This is an optimization exercise on Yosys and OpenROAD, whose aim is small area, a short achievable clock period and few clock cycles, not a production implementation.
RTL that was checked went through simulation tests only; none was proved equivalent to the original.
The RTL of runs 1 to 7 was laid out without a check of its function.
Power figures rest on the tool's default switching activity, not on a simulated workload.

===== flow/config.mk =====
export PLATFORM = sky130hd
export DESIGN_NAME = rtb_arith
export DESIGN_NICKNAME = rtb_arith
export VERILOG_FILES = /design/flow/design.v
export SDC_FILE = /design/flow/constraint.sdc
export NUM_CORES = 4
export LEC_CHECK = 0
export CAP_MARGIN = 20
export CORE_MARGIN = 2
export CORE_UTILIZATION = 40
export PLACE_DENSITY = 0.6
export SLEW_MARGIN = 20

===== flow/constraint.sdc =====
create_clock -name core_clock -period 10.0 [get_ports {clk}]
set_input_delay 2.0000 -clock core_clock [delete_from_list [all_inputs] [get_ports {clk}]]
set_output_delay 2.0000 -clock core_clock [all_outputs]
set_load 0.01 [all_outputs]

===== flow/design.v =====
module rtb_arith (
    input  wire        clk,
    input  wire        rst,
    input  wire        in_valid,
    output wire        in_ready,
    input  wire [1:0]  op,
    input  wire [31:0] a,
    input  wire [31:0] b,
    output wire        out_valid,
    output wire [31:0] result,
    output wire        fits
);
    reg        rdy, ov, fit_q;
    reg        s_div, s_mul, s_pre, s_post, first;
    reg        is_f, neg;
    reg        big;         
    reg [4:0]  cnt;
    reg [31:0] d;
    reg [31:0] r;
    reg [31:0] q;
    reg [1:0]  qx;
    assign in_ready  = rdy;
    assign out_valid = ov;
    assign result    = q;
    assign fits      = fit_q;
    wire [32:0] rsh  = {r, q[31]};
    wire [33:0] diff = {1'b0, rsh} - {2'b00, d};
    wire        qb   = ~diff[33];
    wire [31:0] rdiv = qb ? diff[31:0] : rsh[31:0];
    wire skip16 = ~is_f & first & (q[31:16] < d[15:0]);
    reg         bs1, bs2, bng;
    wire [33:0] pmag = ({34{bs1}} & {2'b00, d}) | ({34{bs2}} & {1'b0, d, 1'b0});
    wire [34:0] msum = {qx[1], qx, q} + {bng, pmag ^ {34{bng}}} + {34'd0, bng};
    wire [2:0]  bt   = rdy ? {a[0], 2'b00} : r[2:0];    
    wire        nb1  = bt[1] ^ bt[0];
    wire        nb2  = (bt[2] ^ bt[1]) & ~(bt[1] ^ bt[0]);
    wire        nbn  = bt[2] & ~(bt[1] & bt[0]);
    wire [31:0] qneg = ~q + 32'd1;
    wire        last = (cnt == 5'd1);
    reg [31:0] q_n, r_n;
    reg [1:0]  qx_n;
    always @* begin
        q_n  = {q[30:0], qb};
        r_n  = rdiv;
        qx_n = qx;
        if (rdy) begin
            case (op)
                2'd0: begin q_n = 32'd0;        r_n = {1'b0, a[26:0], 4'd0}; end
                2'd1: begin q_n = 32'h2000_0000; r_n = {8'd0, a[23:0]}; qx_n = 2'b00; end
                2'd2: begin q_n = a;            r_n = 32'd0; end
                default: begin q_n = 32'd0;     r_n = 32'd0; end
            endcase
        end else if (s_pre | s_post) begin
            q_n = qneg;
            r_n = 32'd0;
        end else if (s_mul) begin
            {qx_n, q_n} = {msum[34], msum[34:2]};
            r_n = {2'b00, r[31:2]};
        end else if (skip16) begin
            r_n = {16'd0, q[31:16]};
            q_n = {q[15:0], 16'd0};
        end else if (is_f & first & (qb | big)) begin
            q_n = 32'd0;
        end
    end
    always @(posedge clk) begin
        bs1 <= nb1;
        bs2 <= nb2;
        bng <= nbn;
        q  <= q_n;
        r  <= r_n;
        qx <= qx_n;
        if (rst) begin
            rdy    <= 1'b1;
            ov     <= 1'b0;
            s_div  <= 1'b0;
            s_mul  <= 1'b0;
            s_pre  <= 1'b0;
            s_post <= 1'b0;
        end else begin
            ov <= 1'b0;
            if (rdy && in_valid) begin
                rdy   <= 1'b0;
                fit_q <= 1'b0;
                first <= 1'b1;
                is_f  <= (op == 2'd0);
                neg   <= 1'b0;
                big   <= |a[31:27];
                case (op)
                    2'd0: begin
                        d   <= b;
                        cnt <= 5'd25;
                        s_div <= 1'b1;
                    end
                    2'd1: begin
                        d     <= b;
                        cnt   <= 5'd15;
                        s_mul <= 1'b1;
                    end
                    2'd2: begin
                        d   <= {16'd0, b[15:0]};
                        neg <= a[31];
                        cnt <= 5'd32;
                        if (a[31]) s_pre <= 1'b1;
                        else       s_div <= 1'b1;
                    end
                    default: begin
                        rdy <= 1'b1;
                        ov  <= 1'b1;
                    end
                endcase
            end
            if (s_pre) begin
                s_pre <= 1'b0;
                s_div <= 1'b1;
            end
            if (s_div) begin
                cnt   <= cnt - 5'd1;
                first <= 1'b0;
                if (skip16) begin
                    cnt <= 5'd16;
                end else if (is_f && first && (qb || big)) begin
                    s_div <= 1'b0;
                    rdy   <= 1'b1;
                    ov    <= 1'b1;
                end else if (last) begin
                    s_div <= 1'b0;
                    fit_q <= is_f;
                    if (neg)
                        s_post <= 1'b1;
                    else begin
                        rdy <= 1'b1;
                        ov  <= 1'b1;
                    end
                end
            end
            if (s_post) begin
                s_post <= 1'b0;
                rdy    <= 1'b1;
                ov     <= 1'b1;
            end
            if (s_mul) begin
                cnt <= cnt - 5'd1;
                if (last) begin
                    s_mul <= 1'b0;
                    rdy   <= 1'b1;
                    ov    <= 1'b1;
                end
            end
        end
    end
endmodule

===== flow/flow/run.sh =====
#!/bin/bash
set -euo pipefail
export SETUP_SLACK_MARGIN=7
export TNS_END_PERCENT=5
bash standard.sh > standard.log 2>&1

===== flow/standard.sh =====
#!/bin/bash
# synth_recipe.tcl (not shown) runs the flow's synth.tcl, then flattens the netlist and writes it again
# the make line also repeats each setting of config.mk as NAME=value (left out here)
make -C /OpenROAD-flow-scripts/flow DESIGN_CONFIG=/design/flow/config.mk WORK_HOME=/design/flow/orfs CLKGATE_MAP_FILE= SYNTH_SCRIPT=/design/flow/synth_recipe.tcl "${@:-finish}"

==> results.yml, run 1 <==
status:
  run_status: "timing/DRC/antenna clean"
sta:
  hold_violations: 0
  grt_setup_unrepaired: "yes"
  worstMarginPinSlew_ns: 0.909
  finalSetupViolCount: 0
  fmax_ghz: 0.307
  slew_viol_final: 0
  skew_ns: 0.00892
  fin_ws_ns: 6.74
  fin_crit_ns: 3.26
  max_slew_margin: 0.391
  period_share: 0.326
  totalNegativeSetupSlack_ns: 0
clock_tree:
  cts_tree: "yes"
  path_clk_slew_ns: 0.06
  cts_buffers: 17
  clk_latency_ns: 0.42
  cts_buffer_depth: 2
  cts_sinks: 116
  htree_levels: 4
  cts_hold_buf: 0
  cts_root_buffer: "clkbuf_16"
synthesis:
  synth-xor-area-share: 0.0900
  synth_edf_count: 44
  synth-seq-cells: 116
  synth_top_area_frac: 0.137
  syn-num-nets: 1430
  syn_inst: 1271
  synth_mux_area_frac: 0.0171
  synth_top_family_by_area: "compound AO/OA/AOI/OAI gates"
  yosys_most_used_dff: "dfxtp_1"
  yosysSeqAreaShare: 0.263
  synth_area_um2: 10500
  yosysWarnings: 2
  synth_area_leaders: "dfxtp_1 14%, edfxtp_1 13%, ha_1 11%"
  syn_area_per_cell_um2: 8.27
  synth_fa_ha_area_frac: 0.108
  synth_compound_area_frac: 0.300
  yosys.area.top_type: "dfxtp_1"
  synth.distinct_cells: 73
  synthArstFlopShare: 0
  synth-simple-area-share: 0.173
routing:
  routed_via_density: 6.55
  wl_um: 44400
  antenna_left: 0
  vias: 11500
  drc: 0
  initialDrtViolationCount: 1393
  dr.pass1.iters: 8
  wl_per_cell_um: 25.3
pwr:
  total_power_mw: 2.14
  power_density_nw_per_um2: 155
  leakagePower_nw: 5.57
  vdd_ir_drop_max_v: 0.000119
global_routing:
  grt_pass1_wl_um: 65800
  grt_pass1_vias: 10700
  grt_remaining_overflow: 0
  grt_usage: 0.310
  grt_max_degree: 41
  antenna_found_initial: 3
critical_path:
  critical_path_class: "reg2out"
  arrival_ns: 1.26
  cp-end-kind: "output port"
  cp-start-kind: "flip-flop"
  crit_chain: "buf_12 -> clkdlybuf4s15_1"
  cp.required_ns: 8.00
  cp_max_fo: 23
  cpMaxStageDelayCell: "dfxtp_4"
  max_stage_delay_ns: 0.39
  r2r_cells: 12
die:
  start_util: 0.406
  io_pins: 104
  core_area_um2: 25900
  die-area_um2: 27600
  num_rows: 59
  die_h_um: 166
  dieWidth_um: 166
placement:
  place_ws_ns: 5.45
  io_buffers: 103
  place_congestion: 0.917
  place_hpwl_um: 31600
layout:
  finish.utilization: 0.534
  nNetsFinal: 1569
  layout_common_cells: "85 x nand2_1, 80 x a21oi_1, 76 x xnor2_1"
  final_common_cell: "nand2_1"
  layout-drive-gt1-share: 0.184
  syn2layout_area_growth_pct: 31.6
run:
  drv_cap: 0
worst_hold_path:
  min_path_type: "reg2reg"
  hold_depth: 1
==> final cells by class <==
type	instances	area (um2)
multi-input cells	1023	7860
clock buffers	20	437
repair buffers	183	1830
flip-flops and latches	116	2890
well taps	335	419
inverters	69	263
diodes	1	2.50
fillers	2372	12100
clock inverters	12	133
==> logic make-up (layout without fill, tap and decap cells) <==
| kind of cell | Yosys count | in the layout |
|---|---|---|
| adder cells (fa/ha/maj) | 90 | 90 |
| other | 0 | 1 |
| flip-flops | 116 | 116 |
| AO/OA/AOI/OAI | 445 | 445 |
| XOR/XNOR | 108 | 108 |
| multiplexers | 18 | 18 |
| AND/OR/NAND/NOR | 359 | 362 |
| buffers and inverters | 135 | 284 |
==> per-layer routing <==
metal / up-vias / track usage / wire [um]
met4: 2 / 0.127 / 1880
li1: 5170 / - / -
met3: 135 / 0.0796 / 4930
met1: 5504 / 0.411 / 18100
met2: 709 / 0.481 / 19400
met5: - / 0 / 13
==> power breakdown <==
group          switching (mW)  internal, mW  total, mW
sequential             0.0724         0.531      0.604
combinational           0.521         0.410      0.931
clock                   0.240         0.366      0.607
total                   0.833          1.31       2.14
==> what timing repair did <==
action,in CTS,in global routing
gates cloned,8,0
pin swaps,40,31
endpoints found under the setup margin,163,147
resized for setup,215,50
buffers inserted,40,23
==> critical path: cells and delay by family (launching register included) <==
family	cells	cell delay [ns]
DFF	1	0.39
buffers and inverters	2	0.44
==> registers in the layout, indices dropped and copies added (netlist names) <==
signal,count
qx,1
bng,1
rdy,1
bs1,1
cnt,5
ov,1
is_f,1
d,32
big,1
s_mul,1
fit_q,1
s_post,1
r,32
s_pre,1
first,1
neg,1
bs2,1
s_div,1
q,32
==> path summary, 6_finish.rpt <==
check	slack, ns	endpoint	startpoint
max	6.74	in_ready	rdy
min	0.51	s_pre	s_pre
max reg2reg	6.76	q[29]	bs1
min reg2reg	0.51	s_pre	s_pre
==> metrics by stage <==
| stage | cell area [um2] | instances | hold slack [ns] |
|---|---|---|---|
| after floorplan | 10600 | 1271 | 0.454 |
| after global routing | 13800 | 1758 | 0.524 |
| after detailed placement | 11800 | 1655 | 0.497 |
| after global placement | 11800 | 1655 | 0.492 |
| final | 13800 | 1759 | 0.508 |
| after CTS | 13500 | 1735 | 0.509 |
==> synth_stat cells, drive strengths merged (8+ instances only) <==
cell type	n
nand2	91
a21oi	90
ha	89
xnor2	77
dfxtp	72
nor2	71
inv	69
o21ai	69
clkbuf	58
edfxtp	44
nand3	41
a22oi	37
nor3	33
xor2	31
o211ai	30
a21o	28
a222oi	25
a31oi	25
nor2b	22
a221o	20
a22o	19
mux2i	18
and3	16
a221oi	14
nor4	12
o21a	12
or3	12
nand2b	11
a211oi	10
nand4	10
buf	8
==> run 2, diff against run 1 <==
--- a/flow/design.v
+++ b/flow/design.v
@@ -23,10 +23,20 @@
     assign out_valid = ov;
     assign result    = q;
     assign fits      = fit_q;
-    wire [32:0] rsh  = {r, q[31]};
-    wire [33:0] diff = {1'b0, rsh} - {2'b00, d};
-    wire        qb   = ~diff[33];
-    wire [31:0] rdiv = qb ? diff[31:0] : rsh[31:0];
+    wire [33:0] w   = {r, q[31:30]};
+    wire [35:0] t1  = {2'b00, w} - {4'b0000, d};
+    wire [35:0] t2  = {2'b00, w} - {3'b000, d, 1'b0};
+    wire [35:0] c3s = {2'b00, w} ^ {4'b1111, ~d} ^ {3'b111, ~d, 1'b1};
+    wire [35:0] c3c = ({2'b00, w} & {4'b1111, ~d}) | ({2'b00, w} & {3'b111, ~d, 1'b1})
+                    | ({4'b1111, ~d} & {3'b111, ~d, 1'b1});
+    wire [36:0] t3c = {c3s, 1'b1} + {c3c[34:0], 1'b1, 1'b1};    
+    wire [35:0] t3  = t3c[36:1];
+    wire        g1  = ~t1[35];
+    wire        g2  = ~t2[35];
+    wire        g3  = ~t3[35];
+    wire [1:0]  qd  = g3 ? 2'd3 : g2 ? 2'd2 : g1 ? 2'd1 : 2'd0;
+    wire [31:0] rdiv = g3 ? t3[31:0] : g2 ? t2[31:0] : g1 ? t1[31:0] : w[31:0];
+    wire        qb  = g1;    
     wire skip16 = ~is_f & first & (q[31:16] < d[15:0]);
     reg         bs1, bs2, bng;
     wire [33:0] pmag = ({34{bs1}} & {2'b00, d}) | ({34{bs2}} & {1'b0, d, 1'b0});
@@ -40,12 +50,12 @@
     reg [31:0] q_n, r_n;
     reg [1:0]  qx_n;
     always @* begin
-        q_n  = {q[30:0], qb};
+        q_n  = {q[29:0], qd};
         r_n  = rdiv;
         qx_n = qx;
         if (rdy) begin
             case (op)
-                2'd0: begin q_n = 32'd0;        r_n = {1'b0, a[26:0], 4'd0}; end
+                2'd0: begin q_n = 32'd0;        r_n = {2'b00, a[26:0], 3'd0}; end
                 2'd1: begin q_n = 32'h2000_0000; r_n = {8'd0, a[23:0]}; qx_n = 2'b00; end
                 2'd2: begin q_n = a;            r_n = 32'd0; end
                 default: begin q_n = 32'd0;     r_n = 32'd0; end
@@ -89,7 +99,7 @@
                 case (op)
                     2'd0: begin
                         d   <= b;
-                        cnt <= 5'd25;
+                        cnt <= 5'd13;
                         s_div <= 1'b1;
                     end
                     2'd1: begin
@@ -100,7 +110,7 @@
                     2'd2: begin
                         d   <= {16'd0, b[15:0]};
                         neg <= a[31];
-                        cnt <= 5'd32;
+                        cnt <= 5'd16;
                         if (a[31]) s_pre <= 1'b1;
                         else       s_div <= 1'b1;
                     end
@@ -118,7 +128,7 @@
                 cnt   <= cnt - 5'd1;
                 first <= 1'b0;
                 if (skip16) begin
-                    cnt <= 5'd16;
+                    cnt <= 5'd8;
                 end else if (is_f && first && (qb || big)) begin
                     s_div <= 1'b0;
                     rdy   <= 1'b1;
==> results.yml, run 2 <==
synthesis:
  synth-seq-cells: 116
  synth.distinct_cells: 73
  synth_area_um2: 14500
  synth_common_cells: "155 x ha_1, 151 x a21oi_1, 144 x nand2_1"
  yosysWarnings: 1
  synth_edf_count: 44
  syn_area_per_cell_um2: 8.03
  yosysSeqAreaShare: 0.190
  yosys_most_used_dff: "dfxtp_1"
  synth_area_leaders: "ha_1 13%, dfxtp_1 9.9%, edfxtp_1 9.1%"
  synth_top_area_frac: 0.134
  yosys.area.top_type: "ha_1"
  syn-num-nets: 2066
  syn_inst: 1808
  synth.most_common_cell: "ha_1"
  synthArstFlopShare: 0
routing:
  initialDrtViolationCount: 1873
  wl_um: 59000
  antenna_left: 0
  dr.pass1.iters: 7
  drc: 0
  routed_via_density: 6.41
  wl_per_cell_um: 24.2
  vias: 15600
sta:
  slew_viol_final: 0
  fmax_ghz: 0.263
  finalSetupViolCount: 0
  fin_crit_ns: 3.80
  skew_ns: 0.0116
  hold_violations: 0
  grt_setup_unrepaired: "yes"
  max_slew_margin: 0.413
  totalNegativeSetupSlack_ns: 0
  worstMarginPinSlew_ns: 0.880
  period_share: 0.380
clock_tree:
  cts_sinks: 116
  cts_root_buffer: "clkbuf_16"
  cts_buffer_depth: 2
  cts_buffers: 17
  path_clk_slew_ns: 0.07
  cts_tree: "yes"
  clk_latency_ns: 0.45
  htree_levels: 4
critical_path:
  critical-path-top-delay-family: "compound AO/OA/AOI/OAI gates"
  r2r_setup_slack_ns: 6.20
  cpMaxStageDelayCell: "fa_1"
  cp.required_ns: 10.33
  crit_chain: "clkinvlp_4 -> fa_1 -> inv_1 -> ha_2 -> fa_2 -> nor2b_1 -> o21ai_1 -> a21oi_2 -> o2111ai_2 -> nand3b_1 -> a21oi_4 -> o21ai_4 -> buf_12 -> a311o_1 -> a31oi_1 -> a221o_1"
  cp-end-kind: "flip-flop"
  r2r_cells: 16
  crit_start: "d[1]"
  cp_max_fo: 7
  cp-start-kind: "flip-flop"
  critical_path_class: "reg2reg"
  crit_buf_inv: 3
  timing.rr.end: "r[7]"
  arrival_ns: 4.13
  critPathCapture: "r[7]"
  worstSetupPathDepth: 16
  reg2reg_from: "d[1]"
  max_stage_delay_ns: 0.50
pwr:
  leakagePower_nw: 7.53
  pwr-share-clk: 0.149
  pwr-share-comb: 0.679
  swShare: 0.493
  power_density_nw_per_um2: 228
  seq_power_share: 0.172
  p_int_mw: 2.10
  net-switching-power_mw: 2.04
  vdd_ir_drop_max_v: 0.000142
layout:
  layout-drive-gt1-share: 0.152
  design_area_um2: 18100
  syn2layout_area_growth_pct: 25.1
  diodes: 0
  reg.largest.list: "d x32, q x32, r x32"
  layout_common_cells: "143 x nand2_1, 140 x ha_1, 139 x a21oi_1"
  nNetsFinal: 2225
  num-fill-cells: 3387
  final_common_cell: "nand2_1"
placement:
  place_hpwl_um: 44100
  io_buffers: 103
  place_congestion: 0.979
  place_area_um2: 16100
worst_hold_path:
  min_path_type: "reg2reg"
  hold_start: "s_pre"
die:
  num_rows: 69
  dieWidth_um: 194
  die-area_um2: 37800
  core_area_um2: 35700
  start_util: 0.407
  die_h_um: 194
  io_pins: 104
global_routing:
  grt_pass1_wl_um: 88800
  grt_remaining_overflow: 0
  grt_max_degree: 42
  antenna_found_initial: 0
  grt_pass1_vias: 14900
  grt_usage: 0.304
status:
  run_status: "timing/DRC/antenna clean"
run:
  drv_cap: 0
==> run 2: cell families after synthesis <==
| group | synth area share |
|---|---|
| compound gates | 0.312 |
| flops | 0.190 |
| xor+xnor | 0.0972 |
| simple gates | 0.167 |
| buf+inv | 0.0437 |
| mux | 0.00923 |
| fa+ha+maj | 0.181 |
==> run 2: repair_timing <==
action                                 in CTS  in global routing
buffers inserted                           44                 40
endpoints found under the hold margin       0                  0
resized for setup                         134                 62
setup endpoints to repair                 167                170
pin swaps                                  38                 43
cloned                                      4                  0
hold buffers                                0                  0
==> run 2: layout make-up <==
class	instances	area, um2	area share
multi-input cells	1528	11800	0.651
flip-flops and latches	116	2780	0.153
repair buffers	216	2040	0.112
well taps	461	577	0.0318
clock buffers	17	425	0.0234
inverters	88	372	0.0205
clock inverters	15	144	0.00793
==> run 2: how the worst min path moves through the flow <==
stage,end,slack [ns],cells past startpoint
2_1_floorplan,s_pre,0.46,1
3_3_place_gp,s_pre,0.49,1
3_5_place_dp,s_pre,0.50,1
4_1_cts,s_pre,0.51,1
5_1_grt,s_pre,0.54,1
6_report,s_pre,0.51,1
==> run 2: power by group through the flow <==
stage / clock network [mW] / logic, mW / registers, mW
after floorplan: 0 / 1.78 / 0.647
after global placement: 0 / 2.35 / 0.719
after detailed placement: 0 / 2.36 / 0.718
final: 0.616 / 2.82 / 0.713
after global routing: 0.641 / 3.04 / 0.715
after CTS: 0.620 / 2.62 / 0.705
==> run 2: layer usage <==
metal	share of wire	GRT usage	vias to the layer above
li1	-	-	7149
met1	0.42	0.400	7526
met2	0.44	0.481	813
met3	0.083	0.0463	147
met4	0.053	0.162	0
met5	0	0	-
==> run 2: metrics by stage <==
stage | setup slack [ns] | utilization | power, mW | std cells | hold slack [ns]
after floorplan | 6.60 | - | 2.43 | 1808 | 0.456
after global placement | 5.39 | 0.451 | 3.07 | 2321 | 0.495
after detailed placement | 5.40 | 0.451 | 3.07 | 2321 | 0.498
after CTS | 6.28 | 0.493 | 3.95 | 2401 | 0.506
after global routing | 6.13 | 0.509 | 4.40 | 2441 | 0.542
final | 6.20 | 0.509 | 4.14 | 2441 | 0.515
==> run 3, diff against run 2 <==
--- a/flow/design.v
+++ b/flow/design.v
@@ -18,16 +18,16 @@
     reg [31:0] d;
     reg [31:0] r;
     reg [31:0] q;
-    reg [1:0]  qx;
     assign in_ready  = rdy;
     assign out_valid = ov;
     assign result    = q;
     assign fits      = fit_q;
     wire [33:0] w   = {r, q[31:30]};
-    wire [35:0] t1  = {2'b00, w} - {4'b0000, d};
-    wire [35:0] t2  = {2'b00, w} - {3'b000, d, 1'b0};
-    wire [35:0] c3s = {2'b00, w} ^ {4'b1111, ~d} ^ {3'b111, ~d, 1'b1};
-    wire [35:0] c3c = ({2'b00, w} & {4'b1111, ~d}) | ({2'b00, w} & {3'b111, ~d, 1'b1})
+    wire [35:0] x   = {{2{s_mul & w[33]}}, w};
+    wire [35:0] t1  = x - {4'b0000, d};
+    wire [35:0] t2  = x - {3'b000, d, 1'b0};
+    wire [35:0] c3s = x ^ {4'b1111, ~d} ^ {3'b111, ~d, 1'b1};
+    wire [35:0] c3c = (x & {4'b1111, ~d}) | (x & {3'b111, ~d, 1'b1})
                     | ({4'b1111, ~d} & {3'b111, ~d, 1'b1});
     wire [36:0] t3c = {c3s, 1'b1} + {c3c[34:0], 1'b1, 1'b1};    
     wire [35:0] t3  = t3c[36:1];
@@ -35,28 +35,20 @@
     wire        g2  = ~t2[35];
     wire        g3  = ~t3[35];
     wire [1:0]  qd  = g3 ? 2'd3 : g2 ? 2'd2 : g1 ? 2'd1 : 2'd0;
-    wire [31:0] rdiv = g3 ? t3[31:0] : g2 ? t2[31:0] : g1 ? t1[31:0] : w[31:0];
+    wire [1:0]  k   = s_mul ? q[1:0] : qd;
+    wire [35:0] ts  = (k == 2'd3) ? t3 : (k == 2'd2) ? t2 : (k == 2'd1) ? t1 : x;
     wire        qb  = g1;    
     wire skip16 = ~is_f & first & (q[31:16] < d[15:0]);
-    reg         bs1, bs2, bng;
-    wire [33:0] pmag = ({34{bs1}} & {2'b00, d}) | ({34{bs2}} & {1'b0, d, 1'b0});
-    wire [34:0] msum = {qx[1], qx, q} + {bng, pmag ^ {34{bng}}} + {34'd0, bng};
-    wire [2:0]  bt   = rdy ? {a[0], 2'b00} : r[2:0];    
-    wire        nb1  = bt[1] ^ bt[0];
-    wire        nb2  = (bt[2] ^ bt[1]) & ~(bt[1] ^ bt[0]);
-    wire        nbn  = bt[2] & ~(bt[1] & bt[0]);
     wire [31:0] qneg = ~q + 32'd1;
     wire        last = (cnt == 5'd1);
     reg [31:0] q_n, r_n;
-    reg [1:0]  qx_n;
     always @* begin
         q_n  = {q[29:0], qd};
-        r_n  = rdiv;
-        qx_n = qx;
+        r_n  = ts[31:0];
         if (rdy) begin
             case (op)
                 2'd0: begin q_n = 32'd0;        r_n = {2'b00, a[26:0], 3'd0}; end
-                2'd1: begin q_n = 32'h2000_0000; r_n = {8'd0, a[23:0]}; qx_n = 2'b00; end
+                2'd1: begin q_n = {7'b1100000, a[23:0], 1'b0}; r_n = 32'hF7FF_FFFF; end
                 2'd2: begin q_n = a;            r_n = 32'd0; end
                 default: begin q_n = 32'd0;     r_n = 32'd0; end
             endcase
@@ -64,8 +56,8 @@
             q_n = qneg;
             r_n = 32'd0;
         end else if (s_mul) begin
-            {qx_n, q_n} = {msum[34], msum[34:2]};
-            r_n = {2'b00, r[31:2]};
+            q_n = last ? ~ts[33:2] : {ts[3:2], 2'b00, q[29:2]};
+            r_n = ts[35:4];
         end else if (skip16) begin
             r_n = {16'd0, q[31:16]};
             q_n = {q[15:0], 16'd0};
@@ -74,12 +66,8 @@
         end
     end
     always @(posedge clk) begin
-        bs1 <= nb1;
-        bs2 <= nb2;
-        bng <= nbn;
         q  <= q_n;
         r  <= r_n;
-        qx <= qx_n;
         if (rst) begin
             rdy    <= 1'b1;
             ov     <= 1'b0;
==> flow/run.sh (new file) <==
#!/bin/bash
# synth_recipe.tcl (not shown) runs the flow's synth.tcl, then flattens the netlist and writes it again
# the make line also repeats each setting of config.mk as NAME=value (left out here)
make -C /OpenROAD-flow-scripts/flow DESIGN_CONFIG=/design/flow/config.mk WORK_HOME=/design/flow/orfs CLKGATE_MAP_FILE= SYNTH_SCRIPT=/design/flow/synth_recipe.tcl finish
--- a/flow/config.mk
+++ b/flow/config.mk
@@ -9,4 +9,5 @@
 export CORE_MARGIN = 2
 export CORE_UTILIZATION = 40
 export PLACE_DENSITY = 0.6
+export SETUP_SLACK_MARGIN = 5
 export SLEW_MARGIN = 20
removed: flow/flow/run.sh
removed: flow/standard.sh
==> results.yml, run 3 <==
placement:
  dpl.cell_count: 2114
  io_buffers: 103
  place_hpwl_um: 40100
  place_congestion: 0.994
global_routing:
  grt_max_degree: 48
  grt_pass1_vias: 13300
  antenna_found_initial: 0
  grt_pass1_wl_um: 79800
  grt_remaining_overflow: 0
  grt_usage: 0.307
layout:
  fin_cells: 2136
  num-fill-cells: 3238
  nNetsFinal: 1913
  diodes: 0
  syn2layout_area_growth_pct: 14.3
  reg.largest.list: "d x32, q x32, r x32"
  final_common_cell: "a21oi_1"
  layout_common_cells: "158 x a21oi_1, 132 x nand2_1, 120 x ha_1"
  layout-drive-gt1-share: 0.0502
synthesis:
  synth.distinct_cells: 86
  synth_common_cells: "159 x a21oi_1, 132 x nand2_1, 121 x ha_1"
  synth_edf_count: 43
  yosys_most_used_dff: "dfxtp_1"
  syn-num-nets: 1858
  synth.most_common_cell: "a21oi_1"
  syn_area_per_cell_um2: 8.05
  yosys.area.top_type: "ha_1"
  synth_area_um2: 13200
  syn_inst: 1634
  yosysWarnings: 1
  synth-seq-cells: 112
  synth_top_area_frac: 0.115
  synth_area_leaders: "ha_1 12%, dfxtp_1 10%, edfxtp_1 9.8%"
  yosysSeqAreaShare: 0.203
  synthArstFlopShare: 0
sta:
  fmax_ghz: 0.205
  skew_ns: 0.0242
  fin_crit_ns: 4.87
  whs_ns: 0.493
  finalSetupViolCount: 0
  totalNegativeSetupSlack_ns: 0
  slew_viol_final: 0
  worstMarginPinSlew_ns: 1.14
  max_slew_margin: 0.236
  grt_setup_unrepaired: "no"
  period_share: 0.487
  hold_violations: 0
routing:
  dr.pass1.iters: 8
  wl_per_cell_um: 24.4
  wl_um: 52200
  antenna_left: 0
  initialDrtViolationCount: 1781
  routed_via_density: 6.33
  vias: 13500
  drc: 0
critical_path:
  critical_path_class: "reg2reg"
  cp-start-kind: "flip-flop"
  r2r_cells: 14
  arrival_ns: 5.12
  cp.required_ns: 10.25
  cp_max_fo: 15
  cp-end-kind: "flip-flop"
die:
  die_h_um: 185
  core_area_um2: 32500
  num_rows: 66
  dieWidth_um: 185
  io_pins: 104
  start_util: 0.406
  die-area_um2: 34400
clock_tree:
  cts_hold_buf: 0
  cts_buffers: 9
  cts_buffer_depth: 2
  cts_tree: "yes"
  htree_levels: 3
  cts_sinks: 112
  path_clk_slew_ns: 0.10
  cts_root_buffer: "clkbuf_16"
  clk_latency_ns: 0.40
pwr:
  pwr-share-clk: 0.113
  swShare: 0.530
  pwr-share-comb: 0.720
  net-switching-power_mw: 2.09
  total_power_mw: 3.94
  seq_power_share: 0.168
  vdd_ir_drop_max_v: 0.000147
  leakagePower_nw: 6.21
  power_density_nw_per_um2: 262
  p_int_mw: 1.85
worst_hold_path:
  hold_depth: 1
  min_path_type: "reg2reg"
status:
  run_status: "timing/DRC/antenna clean"
run:
  drv_cap: 0
-- run 3: cell count changes after synthesis, moves of 15 or more --
cell      change
ha_1         -34
o21ai_0      -19
xor2_1       -18
a222oi_1     -22
a31oi_1      -15
a221oi_1     +15
xnor2_1      -37
mux2i_1      +26
a22oi_1      -18
-- run 3: critical path, stage by stage (launching register included) --
cell and delay [ns]:
edfxtp_1 0.37, inv_1 0.18, fa_1 0.43, ha_1 0.41
a211oi_1 0.33, o21ai_1 0.11, a221o_1 0.37, o31a_1 0.39
nor4_4 0.46, a21oi_1 0.17, buf_4 0.26, a32oi_1 0.33
o21ai_0 0.32, a221oi_1 0.37, o21ai_0 0.21
-- run 3: area by class of cell --
cell class              instances  area (um2)  area share
well taps                     442         553      0.0368
clock inverters                 7         113     0.00749
inverters                      80         300      0.0200
clock buffers                   9         225      0.0150
repair buffers                129        1240      0.0826
multi-input cells            1357        9930       0.660
flip-flops and latches        112        2670       0.178
-- run 3: cell families after synthesis --
family,synth area share
compound gates,0.317
xor+xnor,0.0705
fa+ha+maj,0.167
buf+inv,0.0510
flops,0.203
mux,0.0308
simple gates,0.161
-- run 3: final timing paths --
path / from / endpoint / slack (ns)
worst max register to register: d[19] / r[22] / 5.13
worst min-delay path: s_pre / s_pre / 0.49
worst max-delay path: d[19] / r[22] / 5.13
worst min register to register: s_pre / s_pre / 0.49
-- run 3: power by group through the flow --
stage | Clock, mW | Combinational, mW | Sequential (mW)
3_5_place_dp | 0 | 2.65 | 0.663
3_3_place_gp | 0 | 2.66 | 0.664
4_1_cts | 0.452 | 2.73 | 0.652
5_1_grt | 0.460 | 3.07 | 0.664
2_1_floorplan | 0 | 1.92 | 0.605
6_report | 0.444 | 2.84 | 0.660
-- run 3: per-layer routing --
metal	up-vias	GRT usage	wire length, um
met5	-	0	0
met4	0	0.117	1920
met3	124	0.0541	4430
met2	717	0.460	22000
met1	6410	0.437	23800
li1	6266	-	-
-- run 3: metrics by stage --
stage,instance area [um2],utilization,setup slack [ns]
final,15000,0.463,5.13
after global routing,15000,0.463,5.01
after CTS,15000,0.461,5.01
after detailed placement,14600,0.448,4.47
after global placement,14600,0.448,4.41
after floorplan,13200,-,5.09
-- run 3: timing repair --
| item | CTS | global route |
|---|---|---|
| endpoints found under the setup margin | 48 | 44 |
| pin swaps | 4 | 1 |
| setup buffers | 6 | 0 |
| gates resized for setup | 9 | 15 |
==> run 4, diff against run 3 <==
==> flow/flow/run.sh (new file) <==
#!/bin/bash
set -euo pipefail
export SETUP_SLACK_MARGIN=7
export TNS_END_PERCENT=5
bash standard.sh > standard.log 2>&1
==> flow/standard.sh (new file) <==
#!/bin/bash
# synth_recipe.tcl (not shown) runs the flow's synth.tcl, then flattens the netlist and writes it again
# the make line also repeats each setting of config.mk as NAME=value (left out here)
make -C /OpenROAD-flow-scripts/flow DESIGN_CONFIG=/design/flow/config.mk WORK_HOME=/design/flow/orfs CLKGATE_MAP_FILE= SYNTH_SCRIPT=/design/flow/synth_recipe.tcl "${@:-finish}"
--- a/flow/config.mk
+++ b/flow/config.mk
@@ -9,5 +9,4 @@
 export CORE_MARGIN = 2
 export CORE_UTILIZATION = 40
 export PLACE_DENSITY = 0.6
-export SETUP_SLACK_MARGIN = 5
 export SLEW_MARGIN = 20
removed: flow/run.sh
==> results.yml, run 4 <==
pwr:
  p_int_mw: 2.35
  vdd_ir_drop_max_v: 0.000175
  net-switching-power_mw: 2.52
  pwr-share-clk: 0.082
  seq_power_share: 0.136
  pwr-share-comb: 0.782
  leakagePower_nw: 6.75
  swShare: 0.518
  total_power_mw: 4.87
  power_density_nw_per_um2: 297
sta:
  hold_violations: 0
  finalSetupViolCount: 0
  whs_ns: 0.493
  grt_setup_unrepaired: "yes"
  totalNegativeSetupSlack_ns: 0
  slew_viol_final: 0
  fin_crit_ns: 4.38
  period_share: 0.438
  skew_ns: 0.0130
  worstMarginPinSlew_ns: 1.15
  fin_ws_ns: 5.62
  max_slew_margin: 0.228
  fmax_ghz: 0.228
synthesis:
  yosysWarnings: 1
  synth_area_leaders: "ha_1 12%, dfxtp_1 10%, edfxtp_1 9.8%"
  synth_top_family_by_area: "compound AO/OA/AOI/OAI gates"
  synth_area_um2: 13200
  synth_common_cells: "159 x a21oi_1, 132 x nand2_1, 121 x ha_1"
  synth-seq-cells: 112
  synth_compound_area_frac: 0.317
  synth_edf_count: 43
  synth-simple-area-share: 0.161
  syn_area_per_cell_um2: 8.05
  syn-num-nets: 1858
  yosys.area.top_type: "ha_1"
  synth.most_common_cell: "a21oi_1"
  yosys_most_used_dff: "dfxtp_1"
  synth.distinct_cells: 86
  synth_mux_area_frac: 0.0308
  yosysSeqAreaShare: 0.203
  synth_top_area_frac: 0.115
  synth-xor-area-share: 0.0705
  synth_fa_ha_area_frac: 0.167
  syn_inst: 1634
  synthArstFlopShare: 0
routing:
  antenna_left: 0
  vias: 14500
  drc: 0
  initialDrtViolationCount: 1963
  dr.pass1.iters: 8
  routed_via_density: 6.56
  wl_um: 57700
  wl_per_cell_um: 26.1
layout:
  diodes: 0
  final_common_cell: "a21oi_1"
  reg.largest.list: "d x32, q x32, r x32"
  num-fill-cells: 3112
  regArea_um2: 2680
  finish.utilization: 0.506
  layout_common_cells: "148 x a21oi_1, 130 x nand2_1, 112 x nor2_1"
  nNetsFinal: 1987
  multi_input_area_um2: 10500
  syn2layout_area_growth_pct: 24.8
  layout-drive-gt1-share: 0.151
worst_hold_path:
  whs_endpoint: "s_pre"
  min_path_type: "reg2reg"
  hold_start: "s_pre"
  hold_depth: 1
global_routing:
  grt_max_degree: 48
  grt_pass1_wl_um: 86500
  grt_usage: 0.335
  grt_pass1_vias: 13700
  antenna_found_initial: 0
  grt_remaining_overflow: 0
die:
  start_util: 0.406
  dieWidth_um: 185
  num_rows: 66
  io_pins: 104
  die_h_um: 185
  die-area_um2: 34400
  core_area_um2: 32500
clock_tree:
  cts_buffer_depth: 2
  cts_hold_buf: 0
  cts_buffers: 9
  cts_tree: "yes"
  cts_sinks: 112
  path_clk_slew_ns: 0.09
  cts_root_buffer: "clkbuf_16"
  htree_levels: 3
  clk_latency_ns: 0.38
critical_path:
  arrival_ns: 4.63
  r2r_cells: 14
  critical_path_class: "reg2reg"
  r2r_setup_slack_ns: 5.62
  timing.rr.end: "r[19]"
  reg2reg_from: "d[23]"
  cp-end-kind: "flip-flop"
  cp.required_ns: 10.24
  cp_max_fo: 4
  cp-start-kind: "flip-flop"
placement:
  io_buffers: 103
  place_ws_ns: 4.65
  place_congestion: 1.00
  place_hpwl_um: 41400
run:
  drv_cap: 0
status:
  run_status: "timing/DRC/antenna clean"
run 4: area by class of cell:
type	instances	share of cell area
Clock inverter	7	0.00457
Tap cell	442	0.0337
Clock buffer	9	0.0137
Sequential cell	112	0.163
Multi-Input combinational cell	1359	0.642
Timing Repair Buffer	201	0.124
Inverter	80	0.0187
run 4: cells by family (layout without fill, tap and decap cells):
logic type / count (synthesis) / in the layout
AO/OA/AOI/OAI: 622 / 623
AND/OR/NAND/NOR: 434 / 435
buffers and inverters: 165 / 297
adder cells (fa/ha/maj): 155 / 155
flip-flops: 112 / 112
XOR/XNOR: 106 / 106
multiplexers: 40 / 40
run 4: critical path: stages (launching register included):
cell and delay (ns):
edfxtp_1 0.36, inv_2 0.07, fa_1 0.59, ha_4 0.22
a211oi_2 0.18, o21ai_1 0.10, a221o_1 0.39, o31a_1 0.37
nor4_4 0.43, a31oi_4 0.22, buf_12 0.19, mux2_4 0.30
mux2_4 0.32, a221oi_2 0.32, nand2_1 0.17
run 4: what timing repair did:
| action | CTS | global route |
|---|---|---|
| buffers inserted | 53 | 18 |
| pin swaps | 35 | 25 |
| resized for setup | 148 | 36 |
| gates cloned | 8 | 1 |
| endpoints found under the setup margin | 168 | 169 |
run 4: through the flow:
step | area [um2] | instances
CTS | 16100 | 2191
global placement | 14600 | 2114
floorplan | 13200 | 1634
finish | 16400 | 2210
detailed placement | 14600 | 2114
global route | 16400 | 2210
run 4: power groups by stage:
stage                     clock network, mW  registers [mW]  logic (mW)
after floorplan                           0           0.605        1.93
final                                 0.400           0.660        3.81
after detailed placement                  0           0.660        2.70
after CTS                             0.401           0.650        3.52
after global placement                    0           0.658        2.71
after global routing                  0.412           0.662        4.00
run 4: per-layer routing:
| metal | vias to the layer above | track usage | share of wire |
|---|---|---|---|
| met3 | 199 | 0.0560 | 0.11 |
| met4 | 0 | 0.132 | 0.046 |
| li1 | 6412 | - | - |
| met1 | 6909 | 0.474 | 0.42 |
| met2 | 972 | 0.504 | 0.42 |
| met5 | - | 0 | 0 |
run 4: worst max-delay path by stage:
stage                     startpoint    end  slack, ns  cells past startpoint
after floorplan                d[19]   q[3]       6.10                     16
after CTS                       d[1]   r[4]       5.75                     18
after global routing           d[19]   q[2]       5.55                     17
after global placement         q[31]   q[3]       4.62                     16
final                          d[23]  r[19]       5.62                     14
after detailed placement       q[31]   q[3]       4.65                     16
==> run 5, diff against run 4 <==
==> flow/flow/run.sh (replaced) <==
#!/bin/bash
set -euo pipefail
export SETUP_SLACK_MARGIN=6.5
export TNS_END_PERCENT=0
bash standard.sh > standard.log 2>&1
==> results.yml, run 5 <==
layout:
  reg.largest.list: "d x32, q x32, r x32"
  fin_cells: 2179
  final_common_cell: "a21oi_1"
  finish.utilization: 0.491
  layout-drive-gt1-share: 0.126
  nNetsFinal: 1955
  design_area_um2: 15900
  layout_common_cells: "151 x a21oi_1, 131 x nand2_1, 113 x nor2_1"
  syn2layout_area_growth_pct: 21.1
die:
  core_area_um2: 32500
  die-area_um2: 34400
  dieWidth_um: 185
  die_h_um: 185
  start_util: 0.406
  num_rows: 66
  io_pins: 104
sta:
  fin_crit_ns: 4.21
  skew_ns: 0.0203
  period_share: 0.421
  worstMarginPinSlew_ns: 1.14
  totalNegativeSetupSlack_ns: 0
  finalSetupViolCount: 0
  whs_ns: 0.489
  grt_setup_unrepaired: "yes"
  hold_violations: 0
  fin_ws_ns: 5.79
  fmax_ghz: 0.237
  max_slew_margin: 0.236
  slew_viol_final: 0
pwr:
  vdd_ir_drop_max_v: 0.000176
  leakagePower_nw: 6.51
  total_power_mw: 4.37
  power_density_nw_per_um2: 274
synthesis:
  synth.distinct_cells: 86
  syn-num-nets: 1858
  synth_area_um2: 13200
  yosysSeqAreaShare: 0.203
  synth_top_area_frac: 0.115
  synth.most_common_cell: "a21oi_1"
  synth_edf_count: 43
  synth-seq-cells: 112
  synthArstFlopShare: 0
  syn_area_per_cell_um2: 8.05
  synth_common_cells: "159 x a21oi_1, 132 x nand2_1, 121 x ha_1"
  yosysWarnings: 1
  synth_area_leaders: "ha_1 12%, dfxtp_1 10%, edfxtp_1 9.8%"
  syn_inst: 1634
  yosys.area.top_type: "ha_1"
  yosys_most_used_dff: "dfxtp_1"
clock_tree:
  path_clk_slew_ns: 0.09
  cts_sinks: 112
  htree_levels: 3
  clk_latency_ns: 0.39
  cts_buffers: 9
  cts_buffer_depth: 2
  cts_root_buffer: "clkbuf_16"
  cts_tree: "yes"
  cts_hold_buf: 0
routing:
  top_layer_used: "met4"
  drc: 0
  wl_met3_um: 5360
  dr.pass1.iters: 6
  wl_per_cell_um: 25.0
  initialDrtViolationCount: 1796
  vias: 14000
  met1_length_um: 23700
  met2_length_um: 22800
  wl_um: 54400
  antenna_left: 0
  routed_via_density: 6.43
placement:
  place_area_um2: 14600
  io_buffers: 103
  place_hpwl_um: 40400
  place_ws_ns: 4.78
  place_congestion: 0.989
  dpl.cell_count: 2113
global_routing:
  grt_max_degree: 34
  antenna_found_initial: 0
  grt_remaining_overflow: 0
  grt_pass1_wl_um: 80700
  grt_pass1_vias: 13200
  grt_usage: 0.312
critical_path:
  cp_max_fo: 10
  cp-end-kind: "flip-flop"
  cp-start-kind: "flip-flop"
  cpMaxStageDelayCell: "o41ai_2"
  critical-path-top-delay-family: "compound AO/OA/AOI/OAI gates"
  crit_chain: "inv_1 -> fa_1 -> inv_1 -> ha_2 -> fa_2 -> nand2b_4 -> a21o_4 -> a211o_4 -> a21oi_4 -> nor4_4 -> buf_6 -> a21o_4 -> buf_12 -> o41ai_2 -> nor2_1 -> nor4b_2 -> o22a_1"
  max_stage_delay_ns: 0.51
  crit_buf_inv: 4
  critical_path_class: "reg2reg"
  arrival_ns: 4.50
  cp.required_ns: 10.29
worst_hold_path:
  min_path_type: "reg2reg"
run:
  drv_cap: 0
status:
  run_status: "timing/DRC/antenna clean"
[run 5: final timing paths]
path | from | to | slack, ns | cells after the start
setup / recovery | d[0] | q[20] | 5.79 | 17
hold / removal | s_pre | s_pre | 0.49 | 1
setup reg to reg | d[0] | q[20] | 5.79 | 17
hold reg to reg | s_pre | s_pre | 0.49 | 1
[run 5: cells by family (layout without fill, tap and decap cells)]
kind of cell,Yosys count,count (layout),synth area share
AOI/OAI and AO/OA,622,622,0.317
xor gates and xnor gates,106,106,0.0705
adders and majority gates,155,155,0.167
buffers and inverters,165,267,0.0510
DFF,112,112,0.203
muxes,40,40,0.0308
other,0,1,0
and+or+nand+nor,434,434,0.161
[run 5: where the power goes]
part	total [mW]	internal, mW	switching [mW]
Sequential	0.669	0.536	0.133
Combinational	3.30	1.39	1.92
Clock	0.392	0.188	0.205
Total	4.37	2.11	2.26
[run 5: cell type report]
class / instances / area, um2
Inverter: 80 / 313
Clock inverter: 5 / 47.5
Tap cell: 442 / 553
Clock buffer: 11 / 253
Timing Repair Buffer: 171 / 1700
Fill cell: 3177 / 16500
Multi-Input combinational cell: 1357 / 10400
Sequential cell: 112 / 2680
Antenna cell: 1 / 2.50
[run 5: per-layer routing]
metal | track usage | vias to the layer above
met5 | 0 | -
met4 | 0.127 | 0
met3 | 0.0517 | 148
met2 | 0.471 | 881
met1 | 0.439 | 6649
li1 | - | 6342
[run 5: what timing repair did]
item | 4_1_cts | 5_1_grt
endpoints found under the setup margin | 106 | 132
cloned | 2 | 2
resized for setup | 92 | 52
buffers inserted | 26 | 19
pin swaps | 13 | 20
==> run 6, diff against run 5 <==
--- a/flow/design.v
+++ b/flow/design.v
@@ -34,37 +34,39 @@
     wire        g1  = ~t1[35];
     wire        g2  = ~t2[35];
     wire        g3  = ~t3[35];
-    wire [1:0]  qd  = g3 ? 2'd3 : g2 ? 2'd2 : g1 ? 2'd1 : 2'd0;
-    wire [1:0]  k   = s_mul ? q[1:0] : qd;
-    wire [35:0] ts  = (k == 2'd3) ? t3 : (k == 2'd2) ? t2 : (k == 2'd1) ? t1 : x;
+    wire [1:0]  qd  = {g2, g3 | (g1 & ~g2)};
+    wire        s3  = s_mul ? (q[1:0] == 2'd3) : g3;
+    wire        s2  = s_mul ? (q[1:0] == 2'd2) : (g2 & ~g3);
+    wire        s1  = s_mul ? (q[1:0] == 2'd1) : (g1 & ~g2);
+    wire        s0  = s_mul ? (q[1:0] == 2'd0) : ~g1;
+    wire [35:0] ts  = ({36{s3}} & t3) | ({36{s2}} & t2) | ({36{s1}} & t1) | ({36{s0}} & x);
     wire        qb  = g1;    
-    wire skip16 = ~is_f & first & (q[31:16] < d[15:0]);
+    wire skip16 = s_div & ~is_f & first & (q[31:16] < d[15:0]);
     wire [31:0] qneg = ~q + 32'd1;
     wire        last = (cnt == 5'd1);
-    reg [31:0] q_n, r_n;
+    wire        nofit = is_f & first & (qb | big);
+    reg [31:0] q_e, r_e;       
     always @* begin
-        q_n  = {q[29:0], qd};
-        r_n  = ts[31:0];
+        q_e = {q[15:0], 16'd0};
+        r_e = {16'd0, q[31:16]};
         if (rdy) begin
             case (op)
-                2'd0: begin q_n = 32'd0;        r_n = {2'b00, a[26:0], 3'd0}; end
-                2'd1: begin q_n = {7'b1100000, a[23:0], 1'b0}; r_n = 32'hF7FF_FFFF; end
-                2'd2: begin q_n = a;            r_n = 32'd0; end
-                default: begin q_n = 32'd0;     r_n = 32'd0; end
+                2'd0: begin q_e = 32'd0;        r_e = {2'b00, a[26:0], 3'd0}; end
+                2'd1: begin q_e = {7'b1100000, a[23:0], 1'b0}; r_e = 32'hF7FF_FFFF; end
+                2'd2: begin q_e = a;            r_e = 32'd0; end
+                default: begin q_e = 32'd0;     r_e = 32'd0; end
             endcase
         end else if (s_pre | s_post) begin
-            q_n = qneg;
-            r_n = 32'd0;
-        end else if (s_mul) begin
-            q_n = last ? ~ts[33:2] : {ts[3:2], 2'b00, q[29:2]};
-            r_n = ts[35:4];
-        end else if (skip16) begin
-            r_n = {16'd0, q[31:16]};
-            q_n = {q[15:0], 16'd0};
-        end else if (is_f & first & (qb | big)) begin
-            q_n = 32'd0;
+            q_e = qneg;
+            r_e = 32'd0;
         end
     end
+    wire        step = ~rdy & ~s_pre & ~s_post & ~skip16;
+    wire [31:0] r_n  = ~step ? r_e : s_mul ? ts[35:4] : ts[31:0];
+    wire [31:0] q_n  = ~step ? q_e
+                     : (s_mul & last) ? ~ts[33:2]
+                     : s_mul ? {ts[3:2], 2'b00, q[29:2]}
+                     : {q[29:0], qd & ~{2{nofit}}};
     always @(posedge clk) begin
         q  <= q_n;
         r  <= r_n;
@@ -117,7 +119,7 @@
                 first <= 1'b0;
                 if (skip16) begin
                     cnt <= 5'd8;
-                end else if (is_f && first && (qb || big)) begin
+                end else if (nofit) begin
                     s_div <= 1'b0;
                     rdy   <= 1'b1;
                     ov    <= 1'b1;
==> results.yml, run 6 <==
clock_tree:
  cts_hold_buf: 0
  cts_tree: "yes"
  cts_sinks: 112
  cts_buffer_depth: 2
  htree_levels: 3
  cts_root_buffer: "clkbuf_16"
  clk_latency_ns: 0.39
  cts_buffers: 9
  path_clk_slew_ns: 0.09
critical_path:
  r2r_setup_slack_ns: 5.92
  cp-end-kind: "flip-flop"
  cp_max_fo: 7
  critical_path_class: "reg2reg"
  arrival_ns: 4.34
  cp-start-kind: "flip-flop"
  cp.required_ns: 10.26
sta:
  period_share: 0.408
  grt_setup_unrepaired: "yes"
  fin_crit_ns: 4.08
  totalNegativeSetupSlack_ns: 0
  slew_viol_final: 0
  hold_violations: 0
  fin_ws_ns: 5.92
  worstMarginPinSlew_ns: 1.05
  max_slew_margin: 0.298
  skew_ns: 0.0201
  finalSetupViolCount: 0
  fmax_ghz: 0.245
layout:
  multi_input_area_um2: 10200
  num-fill-cells: 3305
  diodes: 0
  reg.largest.list: "d x32, q x32, r x32"
  layout_common_cells: "140 x a21oi_1, 140 x nand2_1, 121 x ha_1"
  layout-drive-gt1-share: 0.0952
  fin_cells: 2154
  nNetsFinal: 1934
  regArea_um2: 2670
  syn2layout_area_growth_pct: 16.8
status:
  run_status: "timing/DRC/antenna clean"
placement:
  place_hpwl_um: 41400
  place_congestion: 1.01
  dpl.cell_count: 2114
  io_buffers: 103
  place_ws_ns: 5.23
die:
  start_util: 0.406
  io_pins: 104
  die-area_um2: 34500
  num_rows: 66
  die_h_um: 186
  dieWidth_um: 186
  core_area_um2: 32500
pwr:
  vdd_ir_drop_max_v: 0.000130
  power_density_nw_per_um2: 303
  total_power_mw: 4.67
  leakagePower_nw: 6.15
routing:
  wl_per_cell_um: 25.1
  vias: 14000
  antenna_left: 0
  wl_um: 54100
  drc: 0
  dr.pass1.iters: 5
  routed_via_density: 6.48
  initialDrtViolationCount: 1775
synthesis:
  yosysSeqAreaShare: 0.202
  yosys_most_used_dff: "dfxtp_1"
  synthArstFlopShare: 0
  synth_top_family_by_area: "compound AO/OA/AOI/OAI gates"
  synth_area_leaders: "ha_1 12%, dfxtp_1 10%, edfxtp_1 9.8%"
  syn_area_per_cell_um2: 8.10
  yosys.area.top_type: "ha_1"
  synth_top_area_frac: 0.117
  synth_area_um2: 13200
  yosysWarnings: 1
  synth.distinct_cells: 96
  synth_fa_ha_area_frac: 0.169
  synth_mux_area_frac: 0
  synth-xor-area-share: 0.0723
  synth_compound_area_frac: 0.343
  syn_inst: 1631
  synth-simple-area-share: 0.163
  synth_edf_count: 43
  syn-num-nets: 1858
  synth_common_cells: "142 x a21oi_1, 142 x nand2_1, 124 x ha_1"
  synth-seq-cells: 112
run:
  drv_cap: 0
global_routing:
  grt_pass1_wl_um: 80800
  grt_remaining_overflow: 0
  antenna_found_initial: 0
  grt_pass1_vias: 13200
  grt_usage: 0.311
  grt_max_degree: 48
worst_hold_path:
  min_path_type: "reg2reg"
==> run 6: cell types whose count changed in the layout (fill, tap and decap cells not counted), sizes merged, moves of 11 or more <==
cell   change
a21oi     -13
buf       -22
mux2i     -36
o22ai     +11
xnor2     -13
xor2      +16
==> run 6: per-stage QoR <==
stage	instance area, um2	utilization	hold WS, ns
after floorplan	13200	-	0.448
after global placement	14600	0.450	0.489
after detailed placement	14600	0.450	0.495
after CTS	15300	0.471	0.515
after global routing	15400	0.474	0.530
final	15400	0.474	0.516
==> run 6: routing by layer <==
layer	wire, um	part of all wire	track usage	vias up
met4	2480	0.046	0.130	0
li1	-	-	-	6350
met5	0	0	0	-
met2	23100	0.43	0.474	809
met1	24000	0.44	0.438	6670
met3	4540	0.084	0.0452	135
==> run 6: cells by family after synthesis <==
family	after synthesis
AO/OA/AOI/OAI	631
XOR/XNOR	109
adder cells (fa/ha/maj)	158
buffers and inverters	167
flip-flops	112
AND/OR/NAND/NOR	454
==> run 6: area by class of cell <==
class | instances | area share
clock inverter | 6 | 0.00438
clock buffer | 10 | 0.0162
timing repair buffer | 144 | 0.0883
multi-input combinational | 1354 | 0.661
sequential | 112 | 0.173
inverter | 86 | 0.0214
tap | 442 | 0.0358
==> run 6: report_power, final <==
part,total [mW],leakage [nW],internal (mW),switching (mW)
registers,0.747,0.974,0.553,0.194
logic,3.52,5.02,1.35,2.17
clock network,0.406,0.157,0.194,0.212
==> run 6: critical path, cell delays in order, from the launching register on <==
cell and delay [ns]:
dfxtp_1 0.63, inv_1 0.09, ha_1 0.26, inv_1 0.08
fa_1 0.20, a21o_1 0.17, a211oi_1 0.11, or3_1 0.47
a21oi_1 0.46, o21ai_0 0.27, a31oi_1 0.29, xor2_1 0.13
nand2_1 0.10, o2111ai_1 0.27, a221o_1 0.44
==> run 6: what timing repair did <==
item | 4_1_cts | 5_1_grt
endpoints found under the hold margin | 0 | 0
setup endpoints to repair | 105 | 139
pin swaps | 8 | 12
setup buffers | 15 | 7
resized for setup | 47 | 18
gates cloned | 2 | 0
==> run 6: path summary, 6_finish.rpt <==
path / to / startpoint / cells after the start
hold reg to reg: s_post / neg / 1
setup reg to reg: r[26] / q[30] / 14
hold / removal: s_post / neg / 1
setup / recovery: r[26] / q[30] / 14
==> run 7, diff against run 6 <==
==> flow/run.sh (new file) <==
#!/bin/bash
# synth_recipe.tcl (not shown) runs the flow's synth.tcl, then flattens the netlist and writes it again
# the make line also repeats each setting of config.mk as NAME=value (left out here)
make -C /OpenROAD-flow-scripts/flow DESIGN_CONFIG=/design/flow/config.mk WORK_HOME=/design/flow/orfs CLKGATE_MAP_FILE= SYNTH_SCRIPT=/design/flow/synth_recipe.tcl finish
--- a/flow/config.mk
+++ b/flow/config.mk
@@ -9,4 +9,5 @@
 export CORE_MARGIN = 2
 export CORE_UTILIZATION = 40
 export PLACE_DENSITY = 0.6
+export SETUP_SLACK_MARGIN = 5
 export SLEW_MARGIN = 20
removed: flow/flow/run.sh
removed: flow/standard.sh
==> results.yml, run 7 <==
layout:
  layout-drive-gt1-share: 0.0604
  syn2layout_area_growth_pct: 13.0
  nNetsFinal: 1912
  layout_common_cells: "142 x a21oi_1, 142 x nand2_1, 123 x ha_1"
  diodes: 0
  design_area_um2: 14900
  reg.largest.list: "d x32, q x32, r x32"
  fin_cells: 2132
pwr:
  vdd_ir_drop_max_v: 0.000148
  power_density_nw_per_um2: 292
  total_power_mw: 4.36
  leakagePower_nw: 5.99
critical_path:
  cp-start-kind: "flip-flop"
  r2r_cells: 13
  crit_start: "d[15]"
  cp_max_fo: 19
  cp-end-kind: "flip-flop"
  critical_path_class: "reg2reg"
  arrival_ns: 5.00
  r2r_setup_slack_ns: 5.22
  reg2reg_from: "d[15]"
  cp.required_ns: 10.22
  timing.rr.end: "r[19]"
clock_tree:
  cts_tree: "yes"
  cts_buffer_depth: 2
  clk_latency_ns: 0.40
  cts_buffers: 9
  cts_sinks: 112
  path_clk_slew_ns: 0.08
  cts_hold_buf: 0
  cts_root_buffer: "clkbuf_16"
  htree_levels: 3
routing:
  drc: 0
  vias: 13800
  wl_per_cell_um: 24.7
  dr.pass1.iters: 9
  antenna_left: 0
  initialDrtViolationCount: 1688
  routed_via_density: 6.45
  wl_um: 52600
placement:
  place_hpwl_um: 40400
  dpl.cell_count: 2116
  place_congestion: 0.989
  io_buffers: 103
  place_area_um2: 14600
worst_hold_path:
  min_path_type: "reg2reg"
  whs_endpoint: "s_post"
  hold_start: "neg"
  hold_depth: 1
die:
  core_area_um2: 32500
  start_util: 0.406
  die-area_um2: 34500
  dieWidth_um: 186
  die_h_um: 186
  io_pins: 104
  num_rows: 66
status:
  run_status: "timing/DRC/antenna clean"
synthesis:
  synth_edf_count: 43
  yosysWarnings: 1
  synth.distinct_cells: 96
  synth_common_cells: "142 x a21oi_1, 142 x nand2_1, 124 x ha_1"
  syn-num-nets: 1858
  synth_area_um2: 13200
  synth_top_area_frac: 0.117
  syn_inst: 1631
  synth-seq-cells: 112
  yosys.area.top_type: "ha_1"
  yosysSeqAreaShare: 0.202
  yosys_most_used_dff: "dfxtp_1"
  synth_area_leaders: "ha_1 12%, dfxtp_1 10%, edfxtp_1 9.8%"
  synthArstFlopShare: 0
  syn_area_per_cell_um2: 8.10
sta:
  whs_ns: 0.519
  hold_violations: 0
  fmax_ghz: 0.209
  skew_ns: 0.0230
  totalNegativeSetupSlack_ns: 0
  slew_viol_final: 0
  finalSetupViolCount: 0
  period_share: 0.478
  grt_setup_unrepaired: "no"
  worstMarginPinSlew_ns: 1.11
  max_slew_margin: 0.261
  fin_crit_ns: 4.78
global_routing:
  grt_usage: 0.305
  grt_pass1_wl_um: 79100
  grt_remaining_overflow: 0
  grt_pass1_vias: 13000
  antenna_found_initial: 0
  grt_max_degree: 49
run:
  drv_cap: 0
-- run 7: metal layers --
metal	global-route usage	vias up	share of wire
li1	-	6292	-
met1	0.425	6551	0.44
met2	0.465	779	0.43
met3	0.0571	130	0.094
met4	0.116	0	0.041
met5	0	-	0
-- run 7: cells by family (layout without fill, tap and decap cells) --
logic type / Yosys count / after routing / share of synthesized area
adders and majority gates: 158 / 158 / 0.169
and+or+nand+nor: 454 / 454 / 0.163
xor gates and xnor gates: 109 / 109 / 0.0723
DFF: 112 / 112 / 0.202
AOI/OAI and AO/OA: 631 / 631 / 0.343
buffers and inverters: 167 / 226 / 0.0507
-- run 7: worst max-delay path by stage --
stage / to / slack (ns) / depth (start not counted)
2_1_floorplan: d[0] / 5.09 / 2
3_3_place_gp: r[8] / 5.07 / 7
3_5_place_dp: r[8] / 5.05 / 7
4_1_cts: q[11] / 5.08 / 14
5_1_grt: q[11] / 5.05 / 14
6_report: r[19] / 5.22 / 13
-- run 7: area by class of cell --
class | count | area, um2
Inverter | 86 | 323
Fill cell | 3255 | 17600
Tap cell | 442 | 553
Timing Repair Buffer | 124 | 1190
Clock buffer | 9 | 225
Clock inverter | 7 | 61.3
Multi-Input combinational cell | 1352 | 9910
Sequential cell | 112 | 2670
-- run 7: stage by stage --
stage | utilization | setup WS [ns]
floorplan | - | 5.09
global placement | 0.450 | 5.07
detailed placement | 0.450 | 5.05
CTS | 0.459 | 5.08
global route | 0.459 | 5.05
finish | 0.459 | 5.22
-- run 7: critical path, stage by stage (launching register included) --
cell and delay [ns]:
edfxtp_1 0.38, inv_1 0.28, fa_1 0.46, ha_1 0.39, a21oi_1 0.29, o21ai_0 0.22
a221oi_1 0.51, nand2b_1 0.24, nand3_2 0.14, o21ai_2 0.17, buf_4 0.38, o21ai_0 0.15
a221oi_1 0.73, o221ai_1 0.26
-- run 7: what timing repair did --
action	4_1_cts	5_1_grt
gates resized for setup	0	2
endpoints found under the setup margin	0	23
setup buffers	0	0
-- run 7: where the power goes --
| group | total (mW) | internal (mW) | switching (mW) |
|---|---|---|---|
| Sequential | 0.734 | 0.553 | 0.180 |
| Combinational | 3.24 | 1.19 | 2.04 |
| Clock | 0.390 | 0.176 | 0.214 |
==> run 8, diff against run 7 <==
--- a/flow/design.v
+++ b/flow/design.v
@@ -52,7 +52,7 @@
         if (rdy) begin
             case (op)
                 2'd0: begin q_e = 32'd0;        r_e = {2'b00, a[26:0], 3'd0}; end
-                2'd1: begin q_e = {7'b1100000, a[23:0], 1'b0}; r_e = 32'hF7FF_FFFF; end
+                2'd1: begin q_e = {8'b11000000, a[23:0]}; r_e = 32'hFBFF_FFFF; end
                 2'd2: begin q_e = a;            r_e = 32'd0; end
                 default: begin q_e = 32'd0;     r_e = 32'd0; end
             endcase
@@ -64,7 +64,7 @@
     wire        step = ~rdy & ~s_pre & ~s_post & ~skip16;
     wire [31:0] r_n  = ~step ? r_e : s_mul ? ts[35:4] : ts[31:0];
     wire [31:0] q_n  = ~step ? q_e
-                     : (s_mul & last) ? ~ts[33:2]
+                     : (s_mul & last) ? ~{{3{ts[35]}}, ts[35:7]}
                      : s_mul ? {ts[3:2], 2'b00, q[29:2]}
                      : {q[29:0], qd & ~{2{nofit}}};
     always @(posedge clk) begin
@@ -94,7 +94,7 @@
                     end
                     2'd1: begin
                         d     <= b;
-                        cnt   <= 5'd15;
+                        cnt   <= 5'd12;
                         s_mul <= 1'b1;
                     end
                     2'd2: begin
==> flow/flow/run.sh (new file) <==
#!/bin/bash
set -euo pipefail
export SETUP_SLACK_MARGIN=7
export TNS_END_PERCENT=0
bash standard.sh > standard.log 2>&1
==> flow/standard.sh (new file) <==
#!/bin/bash
# synth_recipe.tcl (not shown) runs the flow's synth.tcl, then flattens the netlist and writes it again
# the make line also repeats each setting of config.mk as NAME=value (left out here)
make -C /OpenROAD-flow-scripts/flow DESIGN_CONFIG=/design/flow/config.mk WORK_HOME=/design/flow/orfs CLKGATE_MAP_FILE= SYNTH_SCRIPT=/design/flow/synth_recipe.tcl "${@:-finish}"
--- a/flow/config.mk
+++ b/flow/config.mk
@@ -8,6 +8,6 @@
 export CAP_MARGIN = 20
 export CORE_MARGIN = 2
 export CORE_UTILIZATION = 40
-export PLACE_DENSITY = 0.6
-export SETUP_SLACK_MARGIN = 5
+export GPL_TIMING_DRIVEN = 1
+export PLACE_DENSITY = 0.75
 export SLEW_MARGIN = 20
removed: flow/run.sh
==> results.yml, run 8 <==
critical_path:
  timing.critical_path.mode_cell: "buf_12"
  cp.required_ns: 10.27
  timing.rr.end: "r[26]"
  critPathCapture: "r[26]"
  cp-end-kind: "flip-flop"
  cpMaxStageDelayCell: "fa_1"
  cp-start-kind: "flip-flop"
  cp_max_fo: 13
  max_stage_delay_ns: 0.48
  arrival_ns: 4.57
  crit_start: "d[1]"
  r2r_cells: 19
  r2r_setup_slack_ns: 5.70
  crit_chain: "inv_4 -> fa_1 -> inv_1 -> ha_2 -> fa_2 -> nor2b_4 -> o2111ai_4 -> a21oi_2 -> o2111ai_2 -> and3_4 -> o211ai_1 -> buf_4 -> a21boi_4 -> buf_12 -> buf_12 -> buf_16 -> a22o_1 -> a221oi_4 -> o221ai_1"
  reg2reg_from: "d[1]"
  critical_path_class: "reg2reg"
synthesis:
  synth_area_leaders: "ha_1 12%, dfxtp_1 11%, edfxtp_1 10%"
  yosys_most_used_dff: "dfxtp_1"
  syn_area_per_cell_um2: 8.05
  synthArstFlopShare: 0
  synth.distinct_cells: 79
  synth_common_cells: "153 x nand2_1, 150 x a21oi_1, 124 x ha_1"
  syn_inst: 1607
  yosysWarnings: 1
  synth_edf_count: 43
  synth_area_um2: 12900
  yosysSeqAreaShare: 0.207
  synth-seq-cells: 112
  yosys.area.top_type: "ha_1"
  syn-num-nets: 1834
  synth_top_area_frac: 0.120
  synth.most_common_cell: "nand2_1"
routing:
  dr.pass1.iters: 7
  drc: 0
  antenna_left: 0
  wl_per_cell_um: 24.8
  initialDrtViolationCount: 2232
  wl_um: 52000
  vias: 14100
  routed_via_density: 6.73
sta:
  fmax_ghz: 0.233
  skew_ns: 0.0161
  slew_viol_final: 0
  max_slew_margin: 0.283
  totalNegativeSetupSlack_ns: 0
  grt_setup_unrepaired: "yes"
  fin_crit_ns: 4.30
  hold_violations: 0
  worstMarginPinSlew_ns: 1.07
  finalSetupViolCount: 0
  period_share: 0.430
global_routing:
  grt_max_degree: 57
  grt_remaining_overflow: 0
  grt_pass1_wl_um: 78700
  grt_pass1_vias: 13600
  grt_usage: 0.302
  antenna_found_initial: 0
clock_tree:
  cts_buffer_depth: 2
  cts_root_buffer: "clkbuf_16"
  cts_sinks: 112
  htree_levels: 3
  path_clk_slew_ns: 0.09
  cts_hold_buf: 0
  cts_tree: "yes"
  clk_latency_ns: 0.38
  cts_buffers: 9
placement:
  place_hpwl_um: 38800
  io_buffers: 103
  place_congestion: 1.04
  dpl.cell_count: 2044
layout:
  diodes: 0
  nNetsFinal: 1914
  fin_cells: 2094
  layout-drive-gt1-share: 0.121
  layout_common_cells: "153 x nand2_1, 138 x a21oi_1, 111 x ha_1"
  final_common_cell: "nand2_1"
  syn2layout_area_growth_pct: 19.1
  reg.largest.list: "d x32, q x32, r x32"
die:
  core_area_um2: 31700
  io_pins: 104
  num_rows: 65
  die_h_um: 184
  die-area_um2: 33800
  start_util: 0.408
  dieWidth_um: 184
worst_hold_path:
  min_path_type: "reg2reg"
status:
  run_status: "timing/DRC/antenna clean"
pwr:
  power_density_nw_per_um2: 305
  leakagePower_nw: 6.11
  vdd_ir_drop_max_v: 0.000148
run:
  drv_cap: 0
-- run 8: kinds of logic after synthesis --
family / count (synthesis) / share of synthesized area
flip-flops: 112 / 0.207
AO/OA/AOI/OAI: 604 / 0.323
multiplexers: 3 / 0.00271
adder cells (fa/ha/maj): 158 / 0.173
AND/OR/NAND/NOR: 460 / 0.172
XOR/XNOR: 110 / 0.0745
buffers and inverters: 160 / 0.0492
-- run 8: layer usage --
layer,vias to the layer above,share of wire,global-route usage
met1,6690,0.41,0.407
met5,-,0,0
met3,193,0.10,0.0573
li1,6273,-,-
met4,0,0.054,0.139
met2,947,0.43,0.467
-- run 8: area by class of cell --
| type | count | area (um2) |
|---|---|---|
| Fill cell | 3061 | 16300 |
| Inverter | 75 | 300 |
| Sequential cell | 112 | 2680 |
| Clock buffer | 9 | 225 |
| Clock inverter | 7 | 87.6 |
| Multi-Input combinational cell | 1336 | 10100 |
| Tap cell | 402 | 503 |
| Timing Repair Buffer | 153 | 1490 |
-- run 8: worst min-delay path by stage --
| stage | startpoint | to | slack [ns] | cells after the start |
|---|---|---|---|---|
| after global routing | s_pre | s_pre | 0.56 | 1 |
| after CTS | s_pre | s_pre | 0.52 | 1 |
| final | s_pre | s_pre | 0.52 | 1 |
| after detailed placement | s_pre | s_pre | 0.50 | 1 |
| after global placement | s_pre | s_pre | 0.50 | 1 |
| after floorplan | s_pre | s_pre | 0.45 | 1 |
-- run 8: worst max-delay path, delay by kind of cell (launching register included) --
family	cells	cell delay, ns
AO/OA/AOI/OAI	8	1.62
adder cells (fa/ha/maj)	3	1.05
buffers and inverters	6	0.70
flip-flops	1	0.39
AND/OR/NAND/NOR	2	0.40
-- run 8: timing repair --
item                       in CTS  in global routing
hold endpoints to repair        0                  0
cloned                          3                  1
pin swaps                      21                 12
setup buffers                  25                  5
setup endpoints to repair     158                170
resized for setup              85                 49
-- run 8: power breakdown --
group | switching, mW | internal (mW)
clock network | 0.201 | 0.200
logic | 2.14 | 1.42
registers | 0.179 | 0.554
-- run 8: per-stage QoR --
| stage | hold WS [ns] | area (um2) | power [mW] | utilization | setup WS [ns] |
|---|---|---|---|---|---|
| after floorplan | 0.448 | 13000 | 2.78 | - | 6.25 |
| after global placement | 0.495 | 14300 | 3.65 | 0.451 | 5.13 |
| after detailed placement | 0.503 | 14300 | 3.65 | 0.451 | 5.08 |
| after CTS | 0.517 | 15100 | 4.38 | 0.477 | 5.85 |
| after global routing | 0.555 | 15400 | 4.92 | 0.486 | 5.63 |
| final | 0.516 | 15400 | 4.69 | 0.486 | 5.70 |
Testbench counts of run 8, summed over its fixed seeds: cycles 34,385.

Setup slack of run 8, layout unchanged: 5.701 ns with ideal ports, 5.701 ns with driving cells assumed (clock clkbuf_16, inputs buf_2), 5.405 ns with port delays also shifted by the 0.423 ns mid clock arrival.
